This design comes from an exercise in tuning for small area on the open sky130 flow, not from production work.
Where RTL was checked, it was by simulation tests only, not by an equivalence proof against the original.
Function not checked in runs 2 to 4: the RTL went through the layout flow alone.
Power is estimated from default activity; no workload was simulated.

## design.v

```verilog
module jr_encoder (
    input  wire [7:0] x,
    input  wire [7:0] y,
    input  wire       left,
    input  wire       dir,
    output wire       dir_new,
    output wire [7:0] byte_out
);
    reg [5:0] my;
    reg [4:0] xa;
    always @* begin
        case (y)
            8'd0: my = 6'd44;
            8'd1: my = 6'd44;
            8'd2: my = 6'd43;
            8'd3: my = 6'd43;
            8'd4: my = 6'd43;
            8'd5: my = 6'd42;
            8'd6: my = 6'd42;
            8'd7: my = 6'd42;
            8'd8: my = 6'd41;
            8'd9: my = 6'd41;
            8'd10: my = 6'd41;
            8'd11: my = 6'd40;
            8'd12: my = 6'd40;
            8'd13: my = 6'd40;
            8'd14: my = 6'd39;
            8'd15: my = 6'd39;
            8'd16: my = 6'd39;
            8'd17: my = 6'd38;
            8'd18: my = 6'd38;
            8'd19: my = 6'd38;
            8'd20: my = 6'd37;
            8'd21: my = 6'd37;
            8'd22: my = 6'd37;
            8'd23: my = 6'd36;
            8'd24: my = 6'd36;
            8'd25: my = 6'd36;
            8'd26: my = 6'd35;
            8'd27: my = 6'd35;
            8'd28: my = 6'd34;
            8'd29: my = 6'd34;
            8'd30: my = 6'd34;
            8'd31: my = 6'd33;
            8'd32: my = 6'd33;
            8'd33: my = 6'd33;
            8'd34: my = 6'd32;
            8'd35: my = 6'd32;
            8'd36: my = 6'd32;
            8'd37: my = 6'd31;
            8'd38: my = 6'd31;
            8'd39: my = 6'd31;
            8'd40: my = 6'd30;
            8'd41: my = 6'd30;
            8'd42: my = 6'd30;
            8'd43: my = 6'd29;
            8'd44: my = 6'd29;
            8'd45: my = 6'd29;
            8'd46: my = 6'd28;
            8'd47: my = 6'd28;
            8'd48: my = 6'd28;
            8'd49: my = 6'd27;
            8'd50: my = 6'd27;
            8'd51: my = 6'd27;
            8'd52: my = 6'd26;
            8'd53: my = 6'd26;
            8'd54: my = 6'd26;
            8'd55: my = 6'd25;
            8'd56: my = 6'd25;
            8'd57: my = 6'd24;
            8'd58: my = 6'd24;
            8'd59: my = 6'd24;
            8'd60: my = 6'd23;
            8'd61: my = 6'd23;
            8'd62: my = 6'd23;
            8'd63: my = 6'd22;
            8'd64: my = 6'd22;
            8'd65: my = 6'd22;
            8'd66: my = 6'd21;
            8'd67: my = 6'd21;
            8'd68: my = 6'd21;
            8'd69: my = 6'd20;
            8'd70: my = 6'd20;
            8'd71: my = 6'd20;
            8'd72: my = 6'd19;
            8'd73: my = 6'd19;
            8'd74: my = 6'd19;
            8'd75: my = 6'd18;
            8'd76: my = 6'd18;
            8'd77: my = 6'd18;
            8'd78: my = 6'd17;
            8'd79: my = 6'd17;
            8'd80: my = 6'd17;
            8'd81: my = 6'd16;
            8'd82: my = 6'd16;
            8'd83: my = 6'd16;
            8'd84: my = 6'd15;
            8'd85: my = 6'd15;
            8'd86: my = 6'd14;
            8'd87: my = 6'd14;
            8'd88: my = 6'd14;
            8'd89: my = 6'd13;
            8'd90: my = 6'd13;
            8'd91: my = 6'd13;
            8'd92: my = 6'd12;
            8'd93: my = 6'd12;
            8'd94: my = 6'd12;
            8'd95: my = 6'd11;
            8'd96: my = 6'd11;
            8'd97: my = 6'd11;
            8'd98: my = 6'd10;
            8'd99: my = 6'd10;
            8'd100: my = 6'd10;
            8'd101: my = 6'd9;
            8'd102: my = 6'd9;
            8'd103: my = 6'd9;
            8'd104: my = 6'd8;
            8'd105: my = 6'd8;
            8'd106: my = 6'd8;
            8'd107: my = 6'd7;
            8'd108: my = 6'd7;
            8'd109: my = 6'd7;
            8'd110: my = 6'd6;
            8'd111: my = 6'd6;
            8'd112: my = 6'd6;
            8'd113: my = 6'd5;
            8'd114: my = 6'd5;
            8'd115: my = 6'd4;
            8'd116: my = 6'd4;
            8'd117: my = 6'd4;
            8'd118: my = 6'd3;
            8'd119: my = 6'd3;
            8'd120: my = 6'd3;
            8'd121: my = 6'd2;
            8'd122: my = 6'd0;
            8'd123: my = 6'd0;
            8'd124: my = 6'd0;
            8'd125: my = 6'd0;
            8'd126: my = 6'd0;
            8'd127: my = 6'd0;
            8'd128: my = 6'd0;
            8'd129: my = 6'd0;
            8'd130: my = 6'd0;
            8'd131: my = 6'd0;
            8'd132: my = 6'd0;
            8'd133: my = 6'd0;
            8'd134: my = 6'd0;
            8'd135: my = 6'd0;
            8'd136: my = 6'd0;
            8'd137: my = 6'd0;
            8'd138: my = 6'd0;
            8'd139: my = 6'd3;
            8'd140: my = 6'd3;
            8'd141: my = 6'd3;
            8'd142: my = 6'd4;
            8'd143: my = 6'd4;
            8'd144: my = 6'd4;
            8'd145: my = 6'd5;
            8'd146: my = 6'd5;
            8'd147: my = 6'd5;
            8'd148: my = 6'd6;
            8'd149: my = 6'd6;
            8'd150: my = 6'd6;
            8'd151: my = 6'd7;
            8'd152: my = 6'd7;
            8'd153: my = 6'd8;
            8'd154: my = 6'd8;
            8'd155: my = 6'd8;
            8'd156: my = 6'd9;
            8'd157: my = 6'd9;
            8'd158: my = 6'd9;
            8'd159: my = 6'd10;
            8'd160: my = 6'd10;
            8'd161: my = 6'd10;
            8'd162: my = 6'd11;
            8'd163: my = 6'd11;
            8'd164: my = 6'd12;
            8'd165: my = 6'd12;
            8'd166: my = 6'd12;
            8'd167: my = 6'd13;
            8'd168: my = 6'd13;
            8'd169: my = 6'd13;
            8'd170: my = 6'd14;
            8'd171: my = 6'd14;
            8'd172: my = 6'd14;
            8'd173: my = 6'd15;
            8'd174: my = 6'd15;
            8'd175: my = 6'd15;
            8'd176: my = 6'd16;
            8'd177: my = 6'd16;
            8'd178: my = 6'd17;
            8'd179: my = 6'd17;
            8'd180: my = 6'd17;
            8'd181: my = 6'd18;
            8'd182: my = 6'd18;
            8'd183: my = 6'd18;
            8'd184: my = 6'd19;
            8'd185: my = 6'd19;
            8'd186: my = 6'd19;
            8'd187: my = 6'd20;
            8'd188: my = 6'd20;
            8'd189: my = 6'd20;
            8'd190: my = 6'd21;
            8'd191: my = 6'd21;
            8'd192: my = 6'd22;
            8'd193: my = 6'd22;
            8'd194: my = 6'd22;
            8'd195: my = 6'd23;
            8'd196: my = 6'd23;
            8'd197: my = 6'd23;
            8'd198: my = 6'd24;
            8'd199: my = 6'd24;
            8'd200: my = 6'd24;
            8'd201: my = 6'd25;
            8'd202: my = 6'd25;
            8'd203: my = 6'd25;
            8'd204: my = 6'd26;
            8'd205: my = 6'd26;
            8'd206: my = 6'd27;
            8'd207: my = 6'd27;
            8'd208: my = 6'd27;
            8'd209: my = 6'd28;
            8'd210: my = 6'd28;
            8'd211: my = 6'd28;
            8'd212: my = 6'd29;
            8'd213: my = 6'd29;
            8'd214: my = 6'd29;
            8'd215: my = 6'd30;
            8'd216: my = 6'd30;
            8'd217: my = 6'd31;
            8'd218: my = 6'd31;
            8'd219: my = 6'd31;
            8'd220: my = 6'd32;
            8'd221: my = 6'd32;
            8'd222: my = 6'd32;
            8'd223: my = 6'd33;
            8'd224: my = 6'd33;
            8'd225: my = 6'd33;
            8'd226: my = 6'd34;
            8'd227: my = 6'd34;
            8'd228: my = 6'd34;
            8'd229: my = 6'd35;
            8'd230: my = 6'd35;
            8'd231: my = 6'd36;
            8'd232: my = 6'd36;
            8'd233: my = 6'd36;
            8'd234: my = 6'd37;
            8'd235: my = 6'd37;
            8'd236: my = 6'd37;
            8'd237: my = 6'd38;
            8'd238: my = 6'd38;
            8'd239: my = 6'd38;
            8'd240: my = 6'd39;
            8'd241: my = 6'd39;
            8'd242: my = 6'd39;
            8'd243: my = 6'd40;
            8'd244: my = 6'd40;
            8'd245: my = 6'd41;
            8'd246: my = 6'd41;
            8'd247: my = 6'd41;
            8'd248: my = 6'd42;
            8'd249: my = 6'd42;
            8'd250: my = 6'd42;
            8'd251: my = 6'd43;
            8'd252: my = 6'd43;
            8'd253: my = 6'd43;
            8'd254: my = 6'd44;
            8'd255: my = 6'd44;
            default: my = 6'd0;
        endcase
        case (x)
            8'd0: xa = 5'd18;
            8'd1: xa = 5'd18;
            8'd2: xa = 5'd18;
            8'd3: xa = 5'd18;
            8'd4: xa = 5'd18;
            8'd5: xa = 5'd18;
            8'd6: xa = 5'd18;
            8'd7: xa = 5'd18;
            8'd8: xa = 5'd17;
            8'd9: xa = 5'd17;
            8'd10: xa = 5'd17;
            8'd11: xa = 5'd17;
            8'd12: xa = 5'd17;
            8'd13: xa = 5'd17;
            8'd14: xa = 5'd17;
            8'd15: xa = 5'd16;
            8'd16: xa = 5'd16;
            8'd17: xa = 5'd16;
            8'd18: xa = 5'd16;
            8'd19: xa = 5'd16;
            8'd20: xa = 5'd16;
            8'd21: xa = 5'd15;
            8'd22: xa = 5'd15;
            8'd23: xa = 5'd15;
            8'd24: xa = 5'd15;
            8'd25: xa = 5'd15;
            8'd26: xa = 5'd15;
            8'd27: xa = 5'd15;
            8'd28: xa = 5'd15;
            8'd29: xa = 5'd14;
            8'd30: xa = 5'd14;
            8'd31: xa = 5'd14;
            8'd32: xa = 5'd14;
            8'd33: xa = 5'd14;
            8'd34: xa = 5'd14;
            8'd35: xa = 5'd13;
            8'd36: xa = 5'd13;
            8'd37: xa = 5'd13;
            8'd38: xa = 5'd13;
            8'd39: xa = 5'd13;
            8'd40: xa = 5'd13;
            8'd41: xa = 5'd13;
            8'd42: xa = 5'd12;
            8'd43: xa = 5'd12;
            8'd44: xa = 5'd12;
            8'd45: xa = 5'd12;
            8'd46: xa = 5'd12;
            8'd47: xa = 5'd12;
            8'd48: xa = 5'd12;
            8'd49: xa = 5'd12;
            8'd50: xa = 5'd11;
            8'd51: xa = 5'd11;
            8'd52: xa = 5'd11;
            8'd53: xa = 5'd11;
            8'd54: xa = 5'd11;
            8'd55: xa = 5'd11;
            8'd56: xa = 5'd10;
            8'd57: xa = 5'd10;
            8'd58: xa = 5'd10;
            8'd59: xa = 5'd10;
            8'd60: xa = 5'd10;
            8'd61: xa = 5'd10;
            8'd62: xa = 5'd9;
            8'd63: xa = 5'd9;
            8'd64: xa = 5'd9;
            8'd65: xa = 5'd9;
            8'd66: xa = 5'd9;
            8'd67: xa = 5'd9;
            8'd68: xa = 5'd9;
            8'd69: xa = 5'd9;
            8'd70: xa = 5'd9;
            8'd71: xa = 5'd8;
            8'd72: xa = 5'd8;
            8'd73: xa = 5'd8;
            8'd74: xa = 5'd8;
            8'd75: xa = 5'd8;
            8'd76: xa = 5'd8;
            8'd77: xa = 5'd7;
            8'd78: xa = 5'd7;
            8'd79: xa = 5'd7;
            8'd80: xa = 5'd7;
            8'd81: xa = 5'd7;
            8'd82: xa = 5'd7;
            8'd83: xa = 5'd6;
            8'd84: xa = 5'd6;
            8'd85: xa = 5'd6;
            8'd86: xa = 5'd6;
            8'd87: xa = 5'd6;
            8'd88: xa = 5'd6;
            8'd89: xa = 5'd6;
            8'd90: xa = 5'd6;
            8'd91: xa = 5'd5;
            8'd92: xa = 5'd5;
            8'd93: xa = 5'd5;
            8'd94: xa = 5'd5;
            8'd95: xa = 5'd5;
            8'd96: xa = 5'd5;
            8'd97: xa = 5'd5;
            8'd98: xa = 5'd4;
            8'd99: xa = 5'd4;
            8'd100: xa = 5'd4;
            8'd101: xa = 5'd4;
            8'd102: xa = 5'd4;
            8'd103: xa = 5'd4;
            8'd104: xa = 5'd3;
            8'd105: xa = 5'd3;
            8'd106: xa = 5'd3;
            8'd107: xa = 5'd3;
            8'd108: xa = 5'd3;
            8'd109: xa = 5'd3;
            8'd110: xa = 5'd3;
            8'd111: xa = 5'd3;
            8'd112: xa = 5'd2;
            8'd113: xa = 5'd2;
            8'd114: xa = 5'd2;
            8'd115: xa = 5'd2;
            8'd116: xa = 5'd2;
            8'd117: xa = 5'd2;
            8'd118: xa = 5'd1;
            8'd119: xa = 5'd1;
            8'd120: xa = 5'd1;
            8'd121: xa = 5'd1;
            8'd122: xa = 5'd1;
            8'd123: xa = 5'd1;
            8'd124: xa = 5'd1;
            8'd125: xa = 5'd0;
            8'd126: xa = 5'd0;
            8'd127: xa = 5'd0;
            8'd128: xa = 5'd0;
            8'd129: xa = 5'd0;
            8'd130: xa = 5'd0;
            8'd131: xa = 5'd0;
            8'd132: xa = 5'd0;
            8'd133: xa = 5'd0;
            8'd134: xa = 5'd0;
            8'd135: xa = 5'd0;
            8'd136: xa = 5'd0;
            8'd137: xa = 5'd0;
            8'd138: xa = 5'd0;
            8'd139: xa = 5'd0;
            8'd140: xa = 5'd0;
            8'd141: xa = 5'd0;
            8'd142: xa = 5'd1;
            8'd143: xa = 5'd1;
            8'd144: xa = 5'd1;
            8'd145: xa = 5'd1;
            8'd146: xa = 5'd1;
            8'd147: xa = 5'd2;
            8'd148: xa = 5'd2;
            8'd149: xa = 5'd2;
            8'd150: xa = 5'd2;
            8'd151: xa = 5'd2;
            8'd152: xa = 5'd2;
            8'd153: xa = 5'd3;
            8'd154: xa = 5'd3;
            8'd155: xa = 5'd3;
            8'd156: xa = 5'd3;
            8'd157: xa = 5'd3;
            8'd158: xa = 5'd3;
            8'd159: xa = 5'd3;
            8'd160: xa = 5'd3;
            8'd161: xa = 5'd4;
            8'd162: xa = 5'd4;
            8'd163: xa = 5'd4;
            8'd164: xa = 5'd4;
            8'd165: xa = 5'd4;
            8'd166: xa = 5'd5;
            8'd167: xa = 5'd5;
            8'd168: xa = 5'd5;
            8'd169: xa = 5'd5;
            8'd170: xa = 5'd5;
            8'd171: xa = 5'd5;
            8'd172: xa = 5'd6;
            8'd173: xa = 5'd6;
            8'd174: xa = 5'd6;
            8'd175: xa = 5'd6;
            8'd176: xa = 5'd6;
            8'd177: xa = 5'd6;
            8'd178: xa = 5'd6;
            8'd179: xa = 5'd6;
            8'd180: xa = 5'd7;
            8'd181: xa = 5'd7;
            8'd182: xa = 5'd7;
            8'd183: xa = 5'd7;
            8'd184: xa = 5'd7;
            8'd185: xa = 5'd8;
            8'd186: xa = 5'd8;
            8'd187: xa = 5'd8;
            8'd188: xa = 5'd8;
            8'd189: xa = 5'd8;
            8'd190: xa = 5'd8;
            8'd191: xa = 5'd9;
            8'd192: xa = 5'd9;
            8'd193: xa = 5'd9;
            8'd194: xa = 5'd9;
            8'd195: xa = 5'd9;
            8'd196: xa = 5'd9;
            8'd197: xa = 5'd9;
            8'd198: xa = 5'd9;
            8'd199: xa = 5'd10;
            8'd200: xa = 5'd10;
            8'd201: xa = 5'd10;
            8'd202: xa = 5'd10;
            8'd203: xa = 5'd10;
            8'd204: xa = 5'd10;
            8'd205: xa = 5'd11;
            8'd206: xa = 5'd11;
            8'd207: xa = 5'd11;
            8'd208: xa = 5'd11;
            8'd209: xa = 5'd11;
            8'd210: xa = 5'd12;
            8'd211: xa = 5'd12;
            8'd212: xa = 5'd12;
            8'd213: xa = 5'd12;
            8'd214: xa = 5'd12;
            8'd215: xa = 5'd12;
            8'd216: xa = 5'd12;
            8'd217: xa = 5'd12;
            8'd218: xa = 5'd13;
            8'd219: xa = 5'd13;
            8'd220: xa = 5'd13;
            8'd221: xa = 5'd13;
            8'd222: xa = 5'd13;
            8'd223: xa = 5'd13;
            8'd224: xa = 5'd14;
            8'd225: xa = 5'd14;
            8'd226: xa = 5'd14;
            8'd227: xa = 5'd14;
            8'd228: xa = 5'd14;
            8'd229: xa = 5'd15;
            8'd230: xa = 5'd15;
            8'd231: xa = 5'd15;
            8'd232: xa = 5'd15;
            8'd233: xa = 5'd15;
            8'd234: xa = 5'd15;
            8'd235: xa = 5'd15;
            8'd236: xa = 5'd15;
            8'd237: xa = 5'd16;
            8'd238: xa = 5'd16;
            8'd239: xa = 5'd16;
            8'd240: xa = 5'd16;
            8'd241: xa = 5'd16;
            8'd242: xa = 5'd16;
            8'd243: xa = 5'd17;
            8'd244: xa = 5'd17;
            8'd245: xa = 5'd17;
            8'd246: xa = 5'd17;
            8'd247: xa = 5'd17;
            8'd248: xa = 5'd18;
            8'd249: xa = 5'd18;
            8'd250: xa = 5'd18;
            8'd251: xa = 5'd18;
            8'd252: xa = 5'd18;
            8'd253: xa = 5'd18;
            8'd254: xa = 5'd18;
            8'd255: xa = 5'd18;
            default: xa = 5'd0;
        endcase
    end
    wire y_neutral = (y >= 8'd122) && (y <= 8'd138);
    wire y_pos     = y > 8'd138;
    wire reduces   = left ? (x > 8'd133) : (x < 8'd133);
    wire [6:0] diff = {1'b0, my} - {2'b00, (reduces ? xa : 5'd0)};
    wire [5:0] mag  = diff[6] ? 6'd0 : diff[5:0];
    assign dir_new  = y_neutral ? dir : y_pos;
    assign byte_out = {mag, dir_new, left};
endmodule
module jr_core (
    input  wire        clk,
    input  wire        rst,
    input  wire [7:0]  cmd,
    input  wire        cmd_valid,
    output wire        cmd_ready,
    input  wire [7:0]  opd_x,
    input  wire [7:0]  opd_y,
    input  wire [15:0] opd_d,
    input  wire [15:0] opd_ax,
    input  wire [15:0] opd_ay,
    input  wire [15:0] opd_az,
    output wire [63:0] res,
    output reg         res_valid,
    input  wire        echo,
    output wire        trig,
    input  wire        tick0,
    input  wire        tick1,
    output reg  [7:0]  tx_data,
    output reg         tx_valid,
    input  wire        tx_ready,
    input  wire        rx_avail,
    input  wire [7:0]  rx_data,
    output wire        rx_take,
    input  wire        confirm,
    output wire [1:0]  act_dir_L,
    output wire [1:0]  act_dir_R,
    output wire [7:0]  act_duty_L,
    output wire [7:0]  act_duty_R,
    output reg  [1:0]  disp
);
    localparam [22:0] K = 23'd4563403;
    reg [61:0] s0, s1;           
    reg        p0, p1;           
    reg        run0, run1;
    reg        echo_lvl;
    reg        dir, obs, hs, rfsm;
    reg        nL, fL, nR, fR;   
    reg [5:0]  duL, duR;         
    reg        rng;              
    reg [4:0]  rc;               
    reg        sat;              
    reg        r0, r1, sb, sf, rg;   
    assign cmd_ready = !tx_valid && !rng && !res_valid;
    wire       acc = cmd_valid && cmd_ready;
    wire [3:0] op  = cmd[7:4];
    wire       ci  = cmd[0];
    wire o_start = acc && op == 4'h1;
    wire o_stop  = acc && op == 4'h2;
    wire o_reset = acc && op == 4'h3;
    wire o_read  = acc && op == 4'h4;
    wire o_range = acc && op == 4'h5;
    wire o_enc   = acc && op == 4'h6;
    wire o_send  = acc && op == 4'h7;
    wire o_fault = acc && op == 4'h8;
    wire o_coll  = acc && op == 4'h9;
    wire o_robot = acc && op == 4'hA;
    wire o_remote= acc && op == 4'hB;
    wire o_conf  = acc && op == 4'hC;
    wire o_load  = acc && op == 4'hD;
    wire samp = rng && rc == 5'd11;
    wire step = rng && (rc[4] || (rc[3] && rc[2]));
    wire done = rng && rc == 5'd31;
    wire mv   = res_valid && rg;
    assign trig = rng && rc >= 5'd2 && rc <= 5'd11;
    wire echo_rise = echo && !echo_lvl;
    wire echo_fall = !echo && echo_lvl;
    wire [61:0] ldv = {opd_d[5:0], opd_az, opd_ay, opd_ax, opd_x};
    wire [44:0] lo_inc = {1'b0, s0[43:0]} + {44'd0, p0};
    wire        hi_cin = (step || mv) ? p0 : lo_inc[44];
    wire [17:0] hi_inc = s0[61:44] + {17'd0, hi_cin};
    wire [24:0] msum   = {1'b0, s0[43:20]} + (s0[0] ? {2'b00, K} : 25'd0);
    wire [61:0] s1_inc = s1 + {61'd0, p1};
    always @(posedge clk) begin
        if (rst) begin
            echo_lvl <= 1'b0;
            run0 <= 1'b0; p0 <= 1'b0; s0 <= 62'd0;
            run1 <= 1'b0; p1 <= 1'b0; s1 <= 62'd0;
        end else begin
            echo_lvl <= echo;
            if (samp)
                run0 <= 1'b0;
            else if (o_start && !ci)
                run0 <= 1'b1;
            else if ((o_stop || o_reset) && !ci)
                run0 <= 1'b0;
            else if (echo_rise)
                run0 <= 1'b1;
            else if (echo_fall)
                run0 <= 1'b0;
            p0 <= tick0 && run0 && !samp && !((o_reset || o_load) && !ci);
            if (o_reset && !ci)
                s0 <= 62'd0;
            else if (o_load && !ci)
                s0 <= ldv;
            else if (step)
                s0 <= {hi_inc, msum, s0[19:1]};
            else if (mv)
                s0 <= {56'd0, hi_inc[5:0]};
            else if (samp)
                s0 <= {18'd0, lo_inc[43:38], 1'b1, lo_inc[36:0]};
            else
                s0 <= {hi_inc, lo_inc[43:0]};
            if (o_start && ci)
                run1 <= 1'b1;
            else if ((o_stop || o_reset) && ci)
                run1 <= 1'b0;
            p1 <= tick1 && run1 && !((o_reset || o_load) && ci);
            if (o_reset && ci)
                s1 <= 62'd0;
            else if (o_load && ci)
                s1 <= ldv;
            else
                s1 <= s1_inc;
        end
        if (samp)
            sat <= |{hi_inc, lo_inc[43:20]};
    end
    assign rx_take = (o_robot || (o_remote && !rfsm)) && rx_avail;
    wire coll = ($signed(opd_ax) > 16'sd500) || ($signed(opd_ax) < -16'sd500) ||
                ($signed(opd_ay) > 16'sd500) || ($signed(opd_ay) < -16'sd500) ||
                ($signed(opd_az) > 16'sd1500) || ($signed(opd_az) < 16'sd500);
    wire lt30 = opd_d < 16'd30;
    wire       enc_dir;
    wire [7:0] enc_byte;
    jr_encoder u_enc (
        .x(opd_x), .y(opd_y), .left(cmd[1:0] != 2'b00), .dir(dir),
        .dir_new(enc_dir), .byte_out(enc_byte)
    );
    wire enc_go  = o_enc || (o_send && !rfsm);
    wire tx_go   = (o_send && !rfsm) || (o_fault && !hs && (lt30 != obs)) ||
                   (o_coll && !hs && coll) || (o_conf && rfsm && confirm);
    wire rb_act  = o_robot && rx_avail && !hs;
    always @(posedge clk) begin
        if (rst) begin
            dir <= 1'b0; obs <= 1'b0; hs <= 1'b0; rfsm <= 1'b0;
            nL <= 1'b1; fL <= 1'b0; duL <= 6'd0;
            nR <= 1'b1; fR <= 1'b0; duR <= 6'd0;
            disp <= 2'd0;
            tx_valid <= 1'b0;
            rng <= 1'b0;
            res_valid <= 1'b0;
        end else begin
            if (enc_go)
                dir <= enc_dir;
            if (o_fault && !hs)
                obs <= lt30;
            if (o_coll && !hs && coll) begin
                hs <= 1'b1;
                nL <= 1'b1; fL <= 1'b0; duL <= 6'd0;
                nR <= 1'b1; fR <= 1'b0; duR <= 6'd0;
            end
            if (o_robot && rx_avail && hs && rx_data == 8'h31)
                hs <= 1'b0;
            if (rb_act && rx_data[0]) begin
                nL <= 1'b0; fL <= rx_data[1]; duL <= rx_data[7:2];
            end
            if (rb_act && !rx_data[0]) begin
                nR <= 1'b0; fR <= rx_data[1]; duR <= rx_data[7:2];
            end
            if (o_remote && !rfsm && rx_avail) begin
                case (rx_data)
                    8'h30:   disp <= 2'd0;
                    8'h31:   begin disp <= 2'd1; rfsm <= 1'b1; end
                    8'h32:   disp <= 2'd2;
                    default: disp <= 2'd3;
                endcase
            end
            if (o_conf && rfsm && confirm) begin
                disp <= 2'd0;
                rfsm <= 1'b0;
            end
            if (tx_go)
                tx_valid <= 1'b1;
            else if (tx_ready)
                tx_valid <= 1'b0;
            if (o_range && !hs)
                rng <= 1'b1;
            else if (done)
                rng <= 1'b0;
            res_valid <= (acc && !(op == 4'h5 && !hs)) || done;
        end
        if (acc) begin
            if (op == 4'h8)
                tx_data <= lt30 ? 8'h32 : 8'h30;
            else if (op == 4'h9 || op == 4'hC)
                tx_data <= 8'h31;
            else if (op == 4'hA || op == 4'hB)
                tx_data <= rx_data;
            else
                tx_data <= enc_byte;
        end
        rc <= o_range ? 5'd0 : rc + 5'd1;
        r0 <= o_read && !ci;
        r1 <= o_read && ci;
        sb <= enc_go || rx_take;
        sf <= rx_take;
        rg <= done;
    end
    assign act_dir_L  = {nL, !nL && fL};
    assign act_dir_R  = {nR, !nR && fR};
    assign act_duty_L = {duL, 2'b00};
    assign act_duty_R = {duR, 2'b00};
    wire [15:0] dist_cm = (sat || s0[42]) ? 16'hFFFF : s0[41:26];
    assign res = ({64{r0}} & {s0, 2'b00}) |
                 ({64{r1}} & {s1, 2'b00}) |
                 ({64{sb}} & {56'd0, tx_data}) |
                 ({64{sf}} & 64'h100) |
                 ({64{rg}} & {48'd0, dist_cm});
endmodule
```

## run.sh

```bash
#!/bin/bash
# synth_recipe.tcl (not shown) runs the flow's synth.tcl, then flattens the netlist and writes it again
# the make line also repeats each setting of config.mk as NAME=value (left out here)
make -C /OpenROAD-flow-scripts/flow DESIGN_CONFIG=/design/flow/config.mk WORK_HOME=/design/flow/orfs CLKGATE_MAP_FILE= SYNTH_SCRIPT=/design/flow/synth_recipe.tcl finish
```

## config.mk

```make
export PLATFORM = sky130hd
export DESIGN_NAME = jr_core
export DESIGN_NICKNAME = jr_core
export VERILOG_FILES = /design/flow/design.v
export SDC_FILE = /design/flow/constraint.sdc
export NUM_CORES = 4
export LEC_CHECK = 0
export CAP_MARGIN = 20
export CORE_MARGIN = 2
export CORE_UTILIZATION = 40
export SLEW_MARGIN = 20
```

## constraint.sdc

```tcl
create_clock -name core_clock -period 40.0 [get_ports {clk}]
set_input_delay 8.0000 -clock core_clock [delete_from_list [all_inputs] [get_ports {clk}]]
set_output_delay 8.0000 -clock core_clock [all_outputs]
set_load 0.01 [all_outputs]
```

==> flow_summary.ini, run 1 <==
[place]
gp_congestion = 0.933
portBuffers = 197
hpwl_mm = 33.7

[finish]
area_delta_synth_final_pct = 20.7
most-common-layout-cells = nor2_1 (225), clkdlybuf4s50_1 (197), nand2_1 (171), dfxtp_1 (162), a21oi_1 (114)
fin_nets = 2035
fill_cells = 3284
antennaDiodeCount = 0
layout-drive-gt1-share_pct = 4.82
final_common_cell = nor2_1

[clock_network]
htreeDepth = 4
ctsRootBufferMaster = clkbuf_16
cts_buffer_depth = 2
clk_transition_reported_paths_ns = 0.06
cts_resized = 0
cts_inserted_buffers = 17
hold_buffers = 0
post_cts_buffers = 0
cts.sinks = 173
cts_tree = yes
clock_latency_ns = 0.45

[floorplanning]
start_util_pct = 40.7
die_h_um = 186
std_cell_rows = 66
die-area_mm2 = 0.0346
ios = 204
die_w_um = 186
core_mm2 = 0.0325

[logic_synthesis]
yosys_warnings = 2
yosysUniqueCellTypes = 81
ys_ff_latch = 173
synth_edf_count = 9
netlist_area_mm2 = 0.0132
synth_ff_type = dfxtp_1
syn_avg_cell_area_um2 = 7.35
synthArstFlopShare_pct = 0
yosysSeqAreaShare_pct = 26.8
syn_inst = 1802

[global_route]
grt_start_max_net_pins = 63
antenna_found_initial = 0
grt_pass1_wl_mm = 73.3
grt_pass1_vias = 13400
grt.total_usage_pct = 27.1
grt.overflow.total = 0

[sta]
worstMarginPinSlew_ns = 0.960
timing.hold.ws_ns = 0.442
setup_violations = 0
relSlewSlack_pct = 35.8
grt_setup_unrepaired = false
skew_ns = 0.0176
fmax_ghz = 0.0557
slew_viol_final = 0
finalCritPeriodShare_pct = 44.8
final.setup.tns_ns = 0
fin_crit_ns = 17.94
hold_violations = 0

[power_and_ir_drop]
power.density_mw_per_mm2 = 27.6
ir_drop_uv = 27.5
p_leak_nw = 5.65

[setup_path]
path_class = primary input to output port
worstSetupEndpointType = output port
cp.required_ns = 32.00
worstPathMaxFanout = 12
r2r_slack_ns = 34.25
worstPathArrival_ns = 9.94
startpoint_type = primary input

[routing]
drc = 0
antenna_left = 0
dr.pass1.iters = 6
via_count = 14100
drt-total-wl_mm = 47.0
via_per_inst = 6.01
drt_first_iter_violations = 968
wl_per_cell_um = 20.0

[status]
status = timing/DRC/antenna clean

[min_path]
hp-class = flip-flop to flip-flop

[job]
drv_cap = 0
==> routing by layer <==
metal	global-route usage (%)	up-vias	routed length (µm)
met5	0	-	0
met4	10.1	0	1590
met3	6.73	79	4130
met2	43.7	561	21000
met1	35.0	6721	20200
li1	-	6764	-
==> critical path: stages <==
cell and delay [ns]:
clkdlybuf4s50_1 0.46, nand2_1 0.13, inv_1 0.36, nand3_1 0.22, nor2_1 0.18, clkdlybuf4s50_1 0.58
==> Yosys cell counts (all sizes together) (31+ instances only) <==
master / number / area, µm²
a211oi: 81 / 608
a21oi: 114 / 571
a22o: 50 / 438
a22oi: 37 / 278
and3: 33 / 206
buf: 31 / 156
clkbuf: 118 / 444
dfxtp: 164 / 3280
ha: 33 / 413
inv: 38 / 143
nand2: 172 / 648
nand3: 86 / 453
nand4: 35 / 225
nor2: 227 / 855
nor3: 49 / 282
o21ai: 100 / 500
xnor2: 72 / 631
xor2: 77 / 674
==> per-stage QoR <==
stage	util, %	cell area [µm²]	std cells	setup WS (ns)	total power [mW]
finish	49.1	16000	2350	22.06	0.442
CTS	49.1	16000	2350	22.04	0.443
detailed placement	47.2	15400	2318	22.05	0.266
floorplan	-	13300	1805	23.18	0.235
global route	49.1	16000	2350	21.91	0.460
global placement	47.2	15400	2318	22.03	0.265
==> registers in the layout, indices dropped and copies added, names as in the netlist, 2 cells and up <==
| register | cells |
|---|---|
| duL | 6 |
| rc | 5 |
| disp | 2 |
| s0 | 62 |
| duR | 6 |
| tx_data | 8 |
| s1 | 62 |
==> power breakdown <==
part           leakage [nW]  internal (mW)  switching (mW)  total [mW]
sequential             1.41          0.180         0.00734       0.187
combinational          3.93         0.0332          0.0417      0.0750
clock                 0.303          0.102          0.0768       0.179
total                  5.65          0.316           0.126       0.442
==> cell families after synthesis <==
family	Yosys count	share of synthesized area (%)
fa+ha+maj	36	3.50
buf+inv	189	5.67
simple gates	715	26.3
xor+xnor	149	9.85
flops	173	26.8
compound gates	528	26.9
mux	11	0.945
other cells	1	0.0283
==> area by class of cell <==
| cell class | count | area [µm²] | share of cell area [%] |
|---|---|---|---|
| tap | 442 | 553 | 3.46 |
| clock buffer | 19 | 454 | 2.84 |
| inverter | 40 | 150 | 0.939 |
| sequential | 173 | 3560 | 22.2 |
| clock inverter | 13 | 161 | 1.01 |
| multi-input combinational | 1443 | 8970 | 56.1 |
| timing repair buffer | 220 | 2140 | 13.4 |
==> worst paths after layout <==
path / start / to / depth (start not counted)
worst max-delay path: cmd_valid / rx_take / 6
worst min-delay path: run1 / p1 / 2
worst max register to register: s0[0] / sat / 16
worst min register to register: run1 / p1 / 2
==> run 2, diff against run 1 <==
--- a/design.v
+++ b/design.v
@@ -604,11 +604,20 @@
     wire echo_rise = echo && !echo_lvl;
     wire echo_fall = !echo && echo_lvl;
     wire [61:0] ldv = {opd_d[5:0], opd_az, opd_ay, opd_ax, opd_x};
-    wire [44:0] lo_inc = {1'b0, s0[43:0]} + {44'd0, p0};
-    wire        hi_cin = (step || mv) ? p0 : lo_inc[44];
-    wire [17:0] hi_inc = s0[61:44] + {17'd0, hi_cin};
+    wire [44:0] c0l;
+    assign c0l[0]    = p0;
+    assign c0l[44:1] = c0l[43:0] & s0[43:0];
+    wire [43:0] lo_inc = s0[43:0] ^ c0l[43:0];
+    wire        hi_cin = (step || mv) ? p0 : c0l[44];
+    wire [18:0] c0h;
+    assign c0h[0]    = hi_cin;
+    assign c0h[18:1] = c0h[17:0] & s0[61:44];
+    wire [17:0] hi_inc = s0[61:44] ^ c0h[17:0];
+    wire [61:0] c1;
+    assign c1[0]    = p1;
+    assign c1[61:1] = c1[60:0] & s1[60:0];
+    wire [61:0] s1_inc = s1 ^ c1;
     wire [24:0] msum   = {1'b0, s0[43:20]} + (s0[0] ? {2'b00, K} : 25'd0);
-    wire [61:0] s1_inc = s1 + {61'd0, p1};
     always @(posedge clk) begin
         if (rst) begin
             echo_lvl <= 1'b0;
--- a/config.mk
+++ b/config.mk
@@ -8,4 +8,5 @@
 export CAP_MARGIN = 20
 export CORE_MARGIN = 2
 export CORE_UTILIZATION = 40
+export CTS_BUF_LIST = sky130_fd_sc_hd__clkbuf_8
 export SLEW_MARGIN = 20
==> flow_summary.ini, run 2 <==
[setup_path]
r2r_slack_ns = 26.81
startpoint_type = primary input
endpoint = rx_take
worstPathMaxFanout = 16
crit_start = cmd[5]
worstSetupEndpointType = output port
path_class = primary input to output port
r2r_cells = 66
cp.required_ns = 32.00
timing.rr.start = s0[0]
r2r_end = sat
worstPathArrival_ns = 10.16

[global_route]
grt_pass1_wl_mm = 62.6
grt.overflow.total = 0
grt_use_met2_pct = 36.9
antenna_found_initial = 0
grt.total_usage_pct = 23.3
grt_busiest_layer = met2
met1_usage_pct = 31.9
grt_start_max_net_pins = 74
gr-usage-met3_pct = 4.53
grt_pass1_vias = 11600

[finish]
fill_cells = 3143
largestRegisters = s0: 62 flops, s1: 62 flops, tx_data: 8 flops
fin_area_mm2 = 0.0151
most-common-layout-cells = nand2_1 (265), clkdlybuf4s50_1 (197), dfxtp_1 (162), a21oi_1 (157), ha_1 (147)
final_common_cell = nand2_1
layout-drive-gt1-share_pct = 4.95
fin_nets = 1979
antennaDiodeCount = 0
area_delta_synth_final_pct = 18.7

[logic_synthesis]
synth_mux_area_share_pct = 1.34
synth_top_cell_area_share_pct = 25.9
synthArstFlopShare_pct = 0
yosys.cell_count.top_type = nand2_1
netlist_area_mm2 = 0.0127
synth_ff_type = dfxtp_1
yosysUniqueCellTypes = 82
yosysSeqAreaShare_pct = 28.0
ys_ff_latch = 173
synthAdderAreaFrac_pct = 15.0
synth-compound-area-share_pct = 26.2
syn_avg_cell_area_um2 = 7.84
yosys_warnings = 2
yosys-top-cells-area = dfxtp_1 (26%), ha_1 (14%), nand2_1 (7.8%)
synth_top_family_by_area = compound AO/OA/AOI/OAI gates
synthTopCellsByCount = nand2_1 (265), dfxtp_1 (164), a21oi_1 (157)
synth_xor_area_share_pct = 1.79
synth-simple-area-share_pct = 21.4
yosysTopAreaCell = dfxtp_1
syn_inst = 1618
synth_edf_count = 9

[floorplanning]
ios = 204
std_cell_rows = 65
core_mm2 = 0.0314
die_w_um = 182
die-area_mm2 = 0.0332
start_util_pct = 40.4
die_h_um = 182

[power_and_ir_drop]
power_mw = 0.383
p_leak_nw = 6.11
power.density_mw_per_mm2 = 25.4
ir_drop_uv = 19.5

[clock_network]
ctsRootBufferMaster = clkbuf_8
cts.sinks = 173
clk_transition_reported_paths_ns = 0.09
htreeDepth = 4
cts_inserted_buffers = 17
clock_latency_ns = 0.48
hold_buffers = 0
cts_resized = 0
cts_buffer_depth = 2
cts_tree = yes
post_cts_buffers = 0

[routing]
drc = 0
via_per_inst = 5.83
drt-total-wl_mm = 39.3
antenna_left = 0
drt_first_iter_violations = 944
dr.pass1.iters = 6
wl_per_cell_um = 18.4
via_count = 12500

[place]
hpwl_mm = 28.6
dp_slack_ns = 21.87
placed_area_mm2 = 0.0147
gp_congestion = 0.890
portBuffers = 197

[status]
status = timing/DRC/antenna clean

[sta]
relSlewSlack_pct = 28.7
slew_viol_final = 0
hold_violations = 0
fmax_ghz = 0.0551
timing.hold.ws_ns = 0.460
worstMarginPinSlew_ns = 1.06
final.setup.worst_slack_ns = 21.85
final.setup.tns_ns = 0
skew_ns = 0.0211
finalCritPeriodShare_pct = 45.4
setup_violations = 0
grt_setup_unrepaired = false
fin_crit_ns = 18.16

[job]
drv_cap = 0

[min_path]
hp-class = flip-flop to flip-flop
run 2: power by group:
part	switching (mW)	internal (mW)	leakage [nW]
Sequential	0.00658	0.180	1.41
Combinational	0.0408	0.0332	4.51
Clock	0.0765	0.0464	0.184
run 2: layout make-up:
class                   count  area, µm²  share of cell area (%)
multi-input cells        1283       8370                    55.5
flip-flops and latches    173       3560                    23.6
repair buffers            219       2140                    14.2
well taps                 402        503                    3.34
clock buffers              17        234                    1.55
clock inverters            15        151                    1.00
inverters                  31        118                   0.781
run 2: through the flow:
step                      util [%]  std cells
after floorplan                  -       1621
after global placement        46.8       2108
after detailed placement      46.8       2108
after CTS                     48.0       2140
after global routing          48.0       2140
final                         48.0       2140
run 2: how the worst min path moves through the flow:
| stage | from | to | slack [ns] | cells after the start |
|---|---|---|---|---|
| 6_report | run1 | p1 | 0.46 | 2 |
| 3_5_place_dp | run1 | p1 | 0.44 | 2 |
| 3_3_place_gp | run1 | p1 | 0.44 | 2 |
| 4_1_cts | run1 | p1 | 0.46 | 2 |
| 5_1_grt | run1 | p1 | 0.48 | 2 |
| 2_1_floorplan | run1 | p1 | 0.41 | 2 |
run 2: worst max-delay path: stages:
cell and delay [ns]:
clkdlybuf4s50_1 0.82, a21boi_0 0.46, and4_1 0.29, clkdlybuf4s50_1 0.58
run 2: logic make-up (layout without fill, tap and decap cells):
family | count (synthesis) | in the layout
and+or+nand+nor | 586 | 586
AOI/OAI and AO/OA | 503 | 503
DFF | 173 | 173
buffers and inverters | 165 | 282
adders and majority gates | 151 | 151
xor gates and xnor gates | 26 | 26
muxes | 13 | 13
other | 1 | 4
run 2: routing by layer:
metal,vias up,part of all wire [%]
li1,6184,-
met5,-,0
met4,0,2.6
met3,52,6.6
met2,397,45
met1,5849,46
==> run 3, diff against run 2 <==
--- a/config.mk
+++ b/config.mk
@@ -9,4 +9,6 @@
 export CORE_MARGIN = 2
 export CORE_UTILIZATION = 40
 export CTS_BUF_LIST = sky130_fd_sc_hd__clkbuf_8
+export CTS_CLUSTER_DIAMETER = 150
+export CTS_CLUSTER_SIZE = 40
 export SLEW_MARGIN = 20
==> flow_summary.ini, run 3 <==
[setup_path]
r2r_cells = 66
worstSetupEndpointType = output port
worstPathMaxFanout = 16
r2r_end = sat
startpoint_type = primary input
r2r_slack_ns = 26.81
crit_start = cmd[5]
path_class = primary input to output port
timing.rr.start = s0[0]
cp.required_ns = 32.00
worstPathArrival_ns = 10.16

[global_route]
grt_start_max_net_pins = 74
grt_pass1_vias = 11600
antenna_found_initial = 0
grt.total_usage_pct = 23.3
grt_pass1_wl_mm = 62.6
grt.overflow.total = 0

[logic_synthesis]
syn_avg_cell_area_um2 = 7.84
synthArstFlopShare_pct = 0
yosys_warnings = 2
yosys.cell_count.top_type = nand2_1
syn_inst = 1618
yosys-top-cells-area = dfxtp_1 (26%), ha_1 (14%), nand2_1 (7.8%)
ys_ff_latch = 173
netlist_area_mm2 = 0.0127
yosysUniqueCellTypes = 82
synth_ff_type = dfxtp_1
synth_top_cell_area_share_pct = 25.9
synthTopCellsByCount = nand2_1 (265), dfxtp_1 (164), a21oi_1 (157)
synth_edf_count = 9
yosysSeqAreaShare_pct = 28.0
yosysTopAreaCell = dfxtp_1

[routing]
drt_first_iter_violations = 944
dr.pass1.iters = 6
drt-total-wl_mm = 39.3
drc = 0
via_count = 12500
via_per_inst = 5.83
antenna_left = 0
wl_per_cell_um = 18.4

[finish]
final_common_cell = nand2_1
fin_nets = 1979
area_delta_synth_final_pct = 18.7
layout-drive-gt1-share_pct = 4.95
largestRegisters = s0: 62 flops, s1: 62 flops, tx_data: 8 flops
antennaDiodeCount = 0
finalNonFillerCells = 2140
most-common-layout-cells = nand2_1 (265), clkdlybuf4s50_1 (197), dfxtp_1 (162), a21oi_1 (157), ha_1 (147)

[sta]
fin_crit_ns = 18.16
skew_ns = 0.0211
timing.hold.ws_ns = 0.460
hold_violations = 0
final.setup.worst_slack_ns = 21.85
final.setup.tns_ns = 0
relSlewSlack_pct = 28.7
finalCritPeriodShare_pct = 45.4
grt_setup_unrepaired = false
worstMarginPinSlew_ns = 1.06
slew_viol_final = 0
fmax_ghz = 0.0551
setup_violations = 0

[clock_network]
cts_buffer_depth = 2
hold_buffers = 0
clk_transition_reported_paths_ns = 0.09
post_cts_buffers = 0
cts_inserted_buffers = 17
htreeDepth = 4
cts_tree = yes
ctsRootBufferMaster = clkbuf_8
clock_latency_ns = 0.48
cts_resized = 0
cts.sinks = 173

[floorplanning]
die_w_um = 182
ios = 204
core_mm2 = 0.0314
die-area_mm2 = 0.0332
start_util_pct = 40.4
die_h_um = 182
std_cell_rows = 65

[place]
gp_congestion = 0.890
dp_slack_ns = 21.87
hpwl_mm = 28.6
portBuffers = 197
placed_cells = 2108

[min_path]
hp-start = run1
hp-class = flip-flop to flip-flop
hold-path-endpoint = p1
whs_path_depth = 2

[power_and_ir_drop]
ir_drop_uv = 19.5
p_leak_nw = 6.11
power.density_mw_per_mm2 = 25.4
power_mw = 0.383

[job]
drv_cap = 0

[status]
status = timing/DRC/antenna clean
[run 3: cell families after synthesis]
family	count (synthesis)	share of synthesized area, %
DFF	173	28.0
other	1	0.0296
muxes	13	1.34
xor gates and xnor gates	26	1.79
adders and majority gates	151	15.0
AOI/OAI and AO/OA	503	26.2
and+or+nand+nor	586	21.4
buffers and inverters	165	6.24
[run 3: how the worst max path moves through the flow]
| stage | endpoint | slack [ns] |
|---|---|---|
| after global routing | rx_take | 21.71 |
| after detailed placement | rx_take | 21.87 |
| final | rx_take | 21.85 |
| after CTS | rx_take | 21.87 |
| after global placement | rx_take | 21.93 |
| after floorplan | rx_take | 22.97 |
[run 3: per-stage QoR]
step / cell area [µm²] / utilization [%]
global route: 15100 / 48.0
CTS: 15100 / 48.0
finish: 15100 / 48.0
detailed placement: 14700 / 46.8
global placement: 14700 / 46.8
floorplan: 12700 / -
[run 3: cell type report]
type	instances	area [µm²]
sequential	173	3560
fill	3143	16300
clock buffer	17	234
tap	402	503
multi-input combinational	1283	8370
timing repair buffer	219	2140
clock inverter	15	151
inverter	31	118
[run 3: critical path, stage by stage]
cell and delay, ns:
clkdlybuf4s50_1 0.82, a21boi_0 0.46, and4_1 0.29, clkdlybuf4s50_1 0.58
[run 3: routing by layer]
metal  GRT usage (%)  wire, µm
met3            4.53      2580
met1            31.9     18100
met4            7.26      1030
met5               0         0
met2            36.9     17600
[run 3: power breakdown]
| group | leakage, nW | internal [mW] | switching, mW |
|---|---|---|---|
| combinational | 4.51 | 0.0332 | 0.0408 |
| sequential | 1.41 | 0.180 | 0.00658 |
| clock | 0.184 | 0.0464 | 0.0765 |
==> run 4, diff against run 3 <==
==> flow/run.sh (new file) <==
#!/bin/bash
# Own layout flow: the standard ORFS flow (standard.sh) with three changes.
#  1. Synthesis is ORFS's synthesis run by synth_recipe.tcl, except that adders
#     are left to ABC as plain logic (no Kogge-Stone carry map, no full/half
#     adder extraction) and ABC maps for area (flow/abc_area.script). Registers
#     are mapped before ABC runs, so their names and cells are the standard ones.
#  2. Port buffers are sky130_fd_sc_hd__buf_1 (every port still gets one).
#  3. Optional CTS arguments from flow/cts_args.txt.
# Each tool's output goes to a log file in this folder (and ORFS's own logs
# under orfs/logs).
set -euo pipefail
W=$(pwd)
{
  cat "$W/flow/synth_procs.tcl"
  tail -n +2 "$W/synth_recipe.tcl"
} > "$W/own_synth.tcl"
sed "s#SYNTH_SCRIPT=[^ ]*synth_recipe.tcl#SYNTH_SCRIPT=$W/own_synth.tcl#" "$W/standard.sh" > "$W/own_standard.sh"
grep -q "SYNTH_SCRIPT=$W/own_synth.tcl" "$W/own_standard.sh"
export OWN_ABC_SCRIPT="$W/flow/abc_area.script"
export BUFFER_PORTS_ARGS="-buffer_cell sky130_fd_sc_hd__buf_1"
if [[ -f "$W/flow/cts_args.txt" ]]; then
  export CTS_ARGS="$(cat "$W/flow/cts_args.txt")"
fi
bash "$W/own_standard.sh" > "$W/make_finish.log" 2>&1
test -f "$W/out/final.def"
==> flow/abc_area.script (new file) <==
strash
&get -n
&dch -f
&nf -a
&put
topo
==> flow/synth_procs.tcl (new file) <==
# Wrappers around three Yosys commands of ORFS's synth.tcl (sourced next).
proc synth {args} {
  # keep Yosys's ripple adders: drop ORFS's Kogge-Stone carry map
  set a {}
  set skip 0
  foreach x $args {
    if {$skip} { set skip 0; continue }
    if {$x eq "-extra-map"} { set skip 1; continue }
    lappend a $x
  }
  yosys synth -nofsm -noshare {*}$a
}
proc extract_fa {args} {}
proc abc {args} {
  set i [lsearch -exact $args -script]
  if {$i >= 0} { set args [lreplace $args $i [expr {$i + 1}] -script $::env(OWN_ABC_SCRIPT)] }
  yosys abc {*}$args
}
==> standard.sh (new file) <==
#!/bin/bash
# synth_recipe.tcl (not shown) runs the flow's synth.tcl, then flattens the netlist and writes it again
# the make line also repeats each setting of config.mk as NAME=value (left out here)
make -C /OpenROAD-flow-scripts/flow DESIGN_CONFIG=/design/flow/config.mk WORK_HOME=/design/flow/orfs CLKGATE_MAP_FILE= SYNTH_SCRIPT=/design/flow/synth_recipe.tcl "${@:-finish}"
--- a/config.mk
+++ b/config.mk
@@ -8,7 +8,4 @@
 export CAP_MARGIN = 20
 export CORE_MARGIN = 2
 export CORE_UTILIZATION = 40
-export CTS_BUF_LIST = sky130_fd_sc_hd__clkbuf_8
-export CTS_CLUSTER_DIAMETER = 150
-export CTS_CLUSTER_SIZE = 40
 export SLEW_MARGIN = 20
removed: run.sh
==> flow_summary.ini, run 4 <==
[logic_synthesis]
synth_top_cell_area_share_pct = 30.1
synth_top_family_by_area = compound AO/OA/AOI/OAI gates
synth-compound-area-share_pct = 31.6
synthArstFlopShare_pct = 0
yosys.cell_count.top_type = o21ai_0
synth_edf_count = 9
netlist_area_mm2 = 0.0109
synth_xor_area_share_pct = 10.4
yosys_warnings = 2
syn_avg_cell_area_um2 = 7.67
yosysUniqueCellTypes = 59
synth_mux_area_share_pct = 0.676
synth_ff_type = dfxtp_1
ys_ff_latch = 173
synthAdderAreaFrac_pct = 0.641
yosys-top-cells-area = dfxtp_1 (30%), o21ai_0 (8.3%), a21oi_1 (7.8%)
syn_inst = 1425
yosysSeqAreaShare_pct = 32.5
synthTopCellsByCount = o21ai_0 (181), a21oi_1 (171), dfxtp_1 (164)
synth-simple-area-share_pct = 22.5
yosysTopAreaCell = dfxtp_1

[clock_network]
htreeDepth = 4
cts_inserted_buffers = 17
post_cts_buffers = 0
ctsRootBufferMaster = clkbuf_16
clock_latency_ns = 0.43
cts_resized = 0
cts.sinks = 173
cts_tree = yes
clk_transition_reported_paths_ns = 0.07
hold_buffers = 0
cts_buffer_depth = 2

[power_and_ir_drop]
swShare_pct = 28.3
p_clk_share_pct = 41.5
ir_drop_uv = 25.9
intPower_mw = 0.301
combPwrFrac_pct = 13.9
power_mw = 0.420
p_seq_share_pct = 44.6
power.density_mw_per_mm2 = 32.7
p_sw_mw = 0.119
p_leak_nw = 4.36

[finish]
fin_nets = 1759
area_delta_synth_final_pct = 17.5
final_common_cell = buf_1
largestRegisters = s0: 62 flops, s1: 62 flops, tx_data: 8 flops
fill_cells = 2744
finish.utilization_pct = 47.8
most-common-layout-cells = buf_1 (197), o21ai_0 (181), a21oi_1 (169), dfxtp_1 (162), nand2_1 (143)
layout-drive-gt1-share_pct = 3.42
antennaDiodeCount = 0

[sta]
slew_viol_final = 0
worstMarginPinSlew_ns = 1.03
hold_violations = 0
finalCritPeriodShare_pct = 43.9
grt_setup_unrepaired = false
fmax_ghz = 0.0570
skew_ns = 0.0109
relSlewSlack_pct = 31.6
final.setup.worst_slack_ns = 22.44
setup_violations = 0
final.setup.tns_ns = 0
fin_crit_ns = 17.56

[routing]
dr.pass1.iters = 6
drt-total-wl_mm = 35.6
via_count = 11800
antenna_left = 0
via_per_inst = 5.88
drt_first_iter_violations = 904
wl_per_cell_um = 17.7
drc = 0

[setup_path]
path_buf_inv = 3
cpMaxStageDelayCell = clkinv_1
cp.required_ns = 32.00
startpoint_type = primary input
worstPathArrival_ns = 9.56
worstPathCellList = buf_1 -> nand2_1 -> clkinv_1 -> nand4_1 -> nand2_1 -> buf_1
worstSetupEndpointType = output port
r2r_slack_ns = 30.90
r2r_cells = 25
path_class = primary input to output port
worstPathMaxFanout = 13
crit_path_max_incr_delay_ns = 0.48
timing.rr.start = s0[0]
path_delay_family = simple AND/OR/NAND/NOR gates
r2r_end = sat

[floorplanning]
ios = 204
die_w_um = 169
std_cell_rows = 60
start_util_pct = 40.6
core_mm2 = 0.0269
die-area_mm2 = 0.0286
die_h_um = 169

[global_route]
grt_pass1_vias = 10800
grt_start_max_net_pins = 64
grt_pass1_wl_mm = 56.7
grt.total_usage_pct = 24.5
grt.overflow.total = 0
antenna_found_initial = 1

[min_path]
hp-start = fL
hp-class = flip-flop to flip-flop
hold-path-endpoint = fL
whs_path_depth = 2

[place]
hpwl_mm = 25.5
dp_slack_ns = 22.47
gp_congestion = 0.865
portBuffers = 197

[job]
drv_cap = 0

[status]
status = timing/DRC/antenna clean
run 4: cell count changes after synthesis, sizes merged, moves of 21 or more:
| cell | change |
|---|---|
| nand3 | -29 |
| inv | -28 |
| xor2 | +30 |
| nand2 | -121 |
| and4 | +21 |
| xnor2 | +74 |
| clkbuf | -80 |
| buf | -48 |
| ha | -147 |
| nor2 | +40 |
| o21ai | +98 |
| clkinv | +34 |
run 4: logic make-up after synthesis:
group           count (synthesis)
buf+inv                        43
compound gates                560
mux                             6
other cells                     1
xor+xnor                      130
flops                         173
fa+ha+maj                       7
simple gates                  505
run 4: power groups by stage:
stage	Sequential, mW	Clock [mW]	Combinational [mW]
after floorplan	0.190	0	0.0348
after global placement	0.191	0	0.0574
after detailed placement	0.191	0	0.0578
after CTS	0.187	0.176	0.0583
after global routing	0.188	0.183	0.0657
final	0.187	0.174	0.0585
run 4: cell type report:
| class | instances | area (µm²) | share of cell area, % |
|---|---|---|---|
| clock inverters | 11 | 131 | 1.02 |
| well taps | 341 | 427 | 3.32 |
| repair buffers | 213 | 860 | 6.69 |
| clock buffers | 21 | 482 | 3.75 |
| inverters | 37 | 139 | 1.08 |
| flip-flops and latches | 173 | 3560 | 27.7 |
| multi-input cells | 1212 | 7250 | 56.4 |
run 4: worst max-delay path by stage:
stage,from,cells past startpoint,end
floorplan,cmd_valid,4,rx_take
global placement,cmd_valid,6,rx_take
detailed placement,cmd_valid,6,rx_take
CTS,cmd_valid,6,rx_take
global route,cmd_valid,6,rx_take
finish,cmd_valid,6,rx_take
run 4: tightest hold or removal path, delay by kind of cell (launching register included):
kind,cells,cell delay (ns)
AOI/OAI and AO/OA,1,0.05
and+or+nand+nor,1,0.05
DFF,1,0.31
run 4: metal layers:
| metal | GRT usage (%) | up-vias | share of wire (%) |
|---|---|---|---|
| li1 | - | 5842 | - |
| met1 | 33.4 | 5537 | 46 |
| met2 | 40.9 | 396 | 47 |
| met3 | 4.06 | 27 | 5.9 |
| met4 | 4.79 | 2 | 0.84 |
| met5 | 0 | - | 0.037 |
run 4: metrics by stage:
stage / hold WS, ns / instances / area [µm²]
CTS: 0.458 / 2008 / 12800
finish: 0.457 / 2008 / 12800
global route: 0.504 / 2008 / 12800
floorplan: 0.421 / 1428 / 10900
global placement: 0.445 / 1976 / 12200
detailed placement: 0.441 / 1976 / 12200
==> run 5, diff against run 4 <==
--- a/design.v
+++ b/design.v
@@ -744,8 +744,8 @@
         sf <= rx_take;
         rg <= done;
     end
-    assign act_dir_L  = {nL, !nL && fL};
-    assign act_dir_R  = {nR, !nR && fR};
+    assign act_dir_L  = {nL, fL};    
+    assign act_dir_R  = {nR, fR};
     assign act_duty_L = {duL, 2'b00};
     assign act_duty_R = {duR, 2'b00};
     wire [15:0] dist_cm = (sat || s0[42]) ? 16'hFFFF : s0[41:26];
==> flow/abc_area.script (replaced) <==
strash
&get -n
&fraig -x
&put
scorr
dc2
strash
&get -n
&dch -f
&nf -a -R 1000 -F 50 -A 50
&put
topo
==> flow/cts_args.txt (new file) <==
-sink_clustering_enable -repair_clock_nets -buf_list sky130_fd_sc_hd__clkbuf_8 -dont_use_dummy_load
--- a/config.mk
+++ b/config.mk
@@ -8,4 +8,5 @@
 export CAP_MARGIN = 20
 export CORE_MARGIN = 2
 export CORE_UTILIZATION = 40
+export CTS_BUF_LIST = sky130_fd_sc_hd__clkbuf_8
 export SLEW_MARGIN = 20
==> flow_summary.ini, run 5 <==
[status]
status = timing/DRC/antenna clean

[min_path]
whs_path_depth = 2
hp-class = flip-flop to flip-flop

[place]
hpwl_mm = 25.0
gp_congestion = 0.887
dp_slack_ns = 22.18
placed_cells = 1965
portBuffers = 197
placed_area_mm2 = 0.0119

[finish]
final_common_cell = buf_1
most-common-layout-cells = buf_1 (197), nor2_1 (180), a21oi_1 (173), o21ai_0 (170), dfxtp_1 (162)
area_delta_synth_final_pct = 14.2
layout-drive-gt1-share_pct = 2.55
fin_area_mm2 = 0.0122
largestRegisters = s0: 62 flops, s1: 62 flops, tx_data: 8 flops
finalNonFillerCells = 1984
finish.utilization_pct = 46.6
fin_nets = 1755

[logic_synthesis]
syn_inst = 1422
synthTopCellsByCount = nor2_1 (180), a21oi_1 (175), o21ai_0 (171)
yosysUniqueCellTypes = 53
synth-simple-area-share_pct = 21.3
yosys.cell_count.top_type = nor2_1
yosysTopAreaCell = dfxtp_1
synthArstFlopShare_pct = 0
synth_top_cell_area_share_pct = 30.8
syn_avg_cell_area_um2 = 7.50
synth_xor_area_share_pct = 8.46
synthAdderAreaFrac_pct = 0.282
synth-compound-area-share_pct = 34.5
netlist_area_mm2 = 0.0107
yosys_warnings = 2
synth_edf_count = 9
synth_ff_type = dfxtp_1
synth_top_family_by_area = compound AO/OA/AOI/OAI gates
synth_mux_area_share_pct = 0
ys_ff_latch = 173
yosys-top-cells-area = dfxtp_1 (31%), a21oi_1 (8.2%), o21ai_0 (8.0%)
yosysSeqAreaShare_pct = 33.3

[routing]
dr.pass1.iters = 16
wl_met2_mm = 15.7
antenna_left = 0
wl_met1_mm = 16.1
drt-total-wl_mm = 35.0
wl_per_cell_um = 17.7
routed-wl-met3_mm = 2.65
via_per_inst = 5.92
drc = 0
via_count = 11700
top_layer_used = met4
drt_first_iter_violations = 1026

[sta]
slew_viol_final = 0
relSlewSlack_pct = 33.3
final.setup.tns_ns = 0
fmax_ghz = 0.0561
worstMarginPinSlew_ns = 0.993
grt_setup_unrepaired = false
finalCritPeriodShare_pct = 44.6
setup_violations = 0
hold_violations = 0
fin_crit_ns = 17.83
final.setup.worst_slack_ns = 22.17
skew_ns = 0.0436

[setup_path]
path_buf_inv = 3
cp_num_cells = 7
r2r_cells = 34
path_common_cell = buf_1
crit_path_max_incr_delay_ns = 0.69
path_delay_family = simple AND/OR/NAND/NOR gates
cpMaxStageDelayCell = nor4_1
worstSetupEndpointType = output port
worstPathMaxFanout = 7
path_class = primary input to output port
startpoint_type = primary input
cp.required_ns = 32.00
worstPathCellList = buf_1 -> clkinv_1 -> nor2_1 -> nand2_1 -> nor4_1 -> or2_0 -> buf_1
r2r_slack_ns = 30.55
worstPathArrival_ns = 9.83

[power_and_ir_drop]
ir_drop_uv = 18.5
p_clk_share_pct = 28.4
combPwrFrac_pct = 16.9
p_seq_share_pct = 54.6
intPower_mw = 0.238
p_sw_mw = 0.103
swShare_pct = 30.2
p_leak_nw = 4.35
power.density_mw_per_mm2 = 28.0

[global_route]
grt_start_max_net_pins = 71
grt.total_usage_pct = 24.6
antenna_found_initial = 1
grt_pass1_vias = 10600
grt.overflow.total = 0
grt_pass1_wl_mm = 56.3

[floorplanning]
std_cell_rows = 59
die_w_um = 167
start_util_pct = 40.8
ios = 204
core_mm2 = 0.0261
die_h_um = 167
die-area_mm2 = 0.0280

[clock_network]
hold_buffers = 0
cts.sinks = 173
ctsRootBufferMaster = clkbuf_8
cts_inserted_buffers = 17
post_cts_buffers = 0
cts_tree = yes
cts_resized = 0
clk_transition_reported_paths_ns = 0.09
clock_latency_ns = 0.48
htreeDepth = 4
cts_buffer_depth = 2

[job]
drv_cap = 0
-- run 5: cell count changes after synthesis, moves of 9 or more --
cell	delta
a31oi_1	+16
and2_0	-17
a21o_1	+14
xnor2_1	-19
o21ai_0	-10
nand2_1	-12
nor3_1	+15
nand3_1	+18
clkinv_1	+9
nor2_1	+38
a211oi_1	-9
and4_1	-15
-- run 5: metal layers --
layer  GRT usage, %  vias to the layer above
met5              0                        -
met4           7.71                        0
met3           4.33                       43
met2           38.8                      405
met1           34.3                     5505
li1               -                     5793
-- run 5: worst paths after layout --
kind	to	startpoint
setup / recovery	rx_take	cmd[7]
hold / removal	p0	run0
setup reg to reg	sat	s0[0]
hold reg to reg	p0	run0
-- run 5: tightest hold or removal path: cells and delay by family (launching register included) --
family        cells  cell delay (ns)
simple gates      2             0.10
flops             1             0.32
-- run 5: logic make-up after synthesis --
| group | after synthesis |
|---|---|
| fa+ha+maj | 3 |
| xor+xnor | 103 |
| compound gates | 588 |
| simple gates | 500 |
| flops | 173 |
| other cells | 1 |
| buf+inv | 54 |
-- run 5: through the flow --
step	hold WS (ns)	power, mW
final	0.461	0.341
after global routing	0.498	0.358
after CTS	0.463	0.342
after detailed placement	0.450	0.247
after global placement	0.448	0.247
after floorplan	0.414	0.223
-- run 5: area by class of cell --
cell class | count | area [µm²]
Fill cell | 2753 | 13900
Multi-Input combinational cell | 1198 | 6930
Sequential cell | 173 | 3560
Timing Repair Buffer | 214 | 871
Tap cell | 335 | 419
Clock buffer | 17 | 234
Inverter | 46 | 173
Antenna cell | 1 | 2.50
-- run 5: power by group through the flow --
stage                     Combinational, mW  Sequential [mW]  Clock, mW
after CTS                            0.0574            0.186     0.0988
final                                0.0578            0.186     0.0970
after global placement               0.0565            0.190          0
after global routing                 0.0651            0.187      0.105
after floorplan                      0.0340            0.189          0
after detailed placement             0.0570            0.190          0
==> run 6, diff against run 5 <==
==> flow/abc_area.script (replaced) <==
strash
&get -n
&fraig -x
&put
scorr
dc2
strash
&get -n
&deepsyn -T 600
&dch -f
&nf -a -R 1000 -F 50 -A 50
&put
topo
--- a/config.mk
+++ b/config.mk
@@ -5,8 +5,8 @@
 export SDC_FILE = /design/flow/constraint.sdc
 export NUM_CORES = 4
 export LEC_CHECK = 0
-export CAP_MARGIN = 20
+export CAP_MARGIN = 0
 export CORE_MARGIN = 2
 export CORE_UTILIZATION = 40
 export CTS_BUF_LIST = sky130_fd_sc_hd__clkbuf_8
-export SLEW_MARGIN = 20
+export SLEW_MARGIN = 0
==> flow_summary.ini, run 6 <==
[logic_synthesis]
yosysTopAreaCell = dfxtp_1
synthTopCellsByCount = nand2_1 (192), dfxtp_1 (164), a21oi_1 (130)
ys_ff_latch = 173
yosys-top-cells-area = dfxtp_1 (33%), nand2_1 (7.3%), a21oi_1 (6.6%)
yosysUniqueCellTypes = 55
syn_avg_cell_area_um2 = 7.82
syn_inst = 1257
yosysSeqAreaShare_pct = 36.1
yosys_warnings = 2
yosys.cell_count.top_type = nand2_1
synthArstFlopShare_pct = 0
synth_edf_count = 9
netlist_area_mm2 = 0.00983
synth_ff_type = dfxtp_1
synth_top_cell_area_share_pct = 33.4

[global_route]
grt_start_max_net_pins = 56
grt.overflow.total = 0
grt_pass1_vias = 9554
antenna_found_initial = 0
grt.total_usage_pct = 24.5
grt_pass1_wl_mm = 51.1

[clock_network]
htreeDepth = 4
post_cts_buffers = 0
cts_tree = yes
cts_inserted_buffers = 17
hold_buffers = 0
cts.sinks = 173
cts_buffer_depth = 2
cts_resized = 0
clock_latency_ns = 0.48
clk_transition_reported_paths_ns = 0.12
ctsRootBufferMaster = clkbuf_8

[power_and_ir_drop]
ir_drop_uv = 20.0
p_leak_nw = 4.17
power.density_mw_per_mm2 = 30.0

[routing]
drt-total-wl_mm = 32.2
via_count = 10500
via_per_inst = 5.86
wl_per_cell_um = 17.9
antenna_left = 0
drt_first_iter_violations = 819
dr.pass1.iters = 5
drc = 0

[setup_path]
worstPathMaxFanout = 7
worstPathArrival_ns = 9.52
worstSetupEndpointType = output port
r2r_slack_ns = 29.58
startpoint_type = primary input
cp.required_ns = 32.00
path_class = primary input to output port

[sta]
final.setup.tns_ns = 0
grt_setup_unrepaired = false
slew_viol_final = 0
fin_crit_ns = 17.52
setup_violations = 0
fmax_ghz = 0.0571
skew_ns = 0.0336
finalCritPeriodShare_pct = 43.8
relSlewSlack_pct = 43.5
worstMarginPinSlew_ns = 0.847
hold_violations = 0

[floorplanning]
die_h_um = 161
core_mm2 = 0.0242
die-area_mm2 = 0.0259
die_w_um = 161
start_util_pct = 40.6
ios = 204
std_cell_rows = 57

[status]
status = timing/DRC/antenna clean

[min_path]
hp-class = flip-flop to flip-flop

[job]
drv_cap = 0

[place]
placed_area_mm2 = 0.0110
portBuffers = 197
gp_congestion = 0.895
hpwl_mm = 23.6

[finish]
antennaDiodeCount = 0
largestRegisters = s0: 62 flops, s1: 62 flops, tx_data: 8 flops
fin_area_mm2 = 0.0113
most-common-layout-cells = buf_1 (197), nand2_1 (192), dfxtp_1 (162), a21oi_1 (130)
fin_nets = 1582
finish.utilization_pct = 46.4
area_delta_synth_final_pct = 14.4
final_common_cell = buf_1
layout-drive-gt1-share_pct = 2.17
==> run 6: cells by family after synthesis <==
kind of cell | count (synthesis) | share of synthesized area [%]
xor gates and xnor gates | 39 | 3.47
muxes | 2 | 0.216
and+or+nand+nor | 546 | 26.7
AOI/OAI and AO/OA | 475 | 32.3
other | 1 | 0.0381
DFF | 173 | 36.1
buffers and inverters | 21 | 1.11
==> run 6: final cells by class <==
class / instances / area (µm²)
Clock buffer: 17 / 234
Sequential cell: 173 / 3560
Inverter: 13 / 48.8
Fill cell: 2571 / 13000
Timing Repair Buffer: 206 / 807
Tap cell: 324 / 405
Multi-Input combinational cell: 1066 / 6200
==> run 6: final timing paths <==
check	endpoint	cells past startpoint	startpoint
max	rx_take	5	cmd[7]
min reg2reg	nL	1	nL
max reg2reg	s1[61]	42	s1[0]
min	nL	1	nL
==> run 6: metrics by stage <==
stage | worst slack, ns | total power, mW | std cells | hold WS (ns)
finish | 22.48 | 0.337 | 1799 | 0.471
floorplan | 23.16 | 0.224 | 1260 | 0.428
detailed placement | 22.50 | 0.247 | 1782 | 0.443
global placement | 22.55 | 0.246 | 1782 | 0.449
global route | 22.33 | 0.354 | 1799 | 0.507
CTS | 22.50 | 0.340 | 1799 | 0.474
==> run 6: worst max-delay path, stage by stage <==
cell,delay [ns]
buf_1,0.18
nor2b_1,0.47
and2_0,0.40
and3_1,0.29
buf_1,0.17
==> run 6: per-layer routing <==
metal | GRT usage [%] | routed length (µm) | vias to the layer above
met1 | 34.8 | 15300 | 4915
met2 | 38.3 | 14200 | 354
met4 | 5.72 | 502 | 0
met3 | 5.06 | 2180 | 38
met5 | 0 | 0 | -
li1 | - | - | 5231
==> run 6: power breakdown <==
part / internal (mW) / switching, mW / leakage (nW)
combinational: 0.0211 / 0.0353 / 2.64
sequential: 0.180 / 0.00697 / 1.41
clock: 0.0376 / 0.0561 / 0.122
total: 0.239 / 0.0983 / 4.17

[port drivers added, routing unchanged]
Ports are ideal in the flow. The routed layouts listed here were re-timed in OpenROAD. Step 1: set_driving_cell puts a clkbuf_16 on clk and a buf_2 on each other input, an assumption about the parent block. Step 2, shift: input delay + t, output delay - t, t = (earliest + latest rising clock arrival at the registers) / 2. This alone moves slack from input paths to output paths. a / b / c = ideal ports / drivers / drivers and shift; a / b = the first two.
run	t (ns)	setup WS [ns]	hold WS [ns]
run 1	0.489	22.062 / 22.027 / 22.027	0.442 / 0.442 / 0.442
run 2	0.510	21.845 / 21.823 / 21.823	0.460 / 0.460 / 0.460
run 3	0.510	21.845 / 21.823 / 21.823	0.460 / 0.460 / 0.460
run 4	0.481	22.443 / 22.422 / 22.422	0.457 / 0.457 / 0.457
run 5	0.504	22.172 / 22.125 / 22.125	0.461 / 0.461 / 0.461
run 6	0.497	22.484 / 22.446 / 22.446	0.471 / 0.471 / 0.471
After both steps setup and hold are still met in every run listed. The setup slack of run 5, which loses most, moves by -0.047 ns with the drivers and by -0.047 ns with both steps.
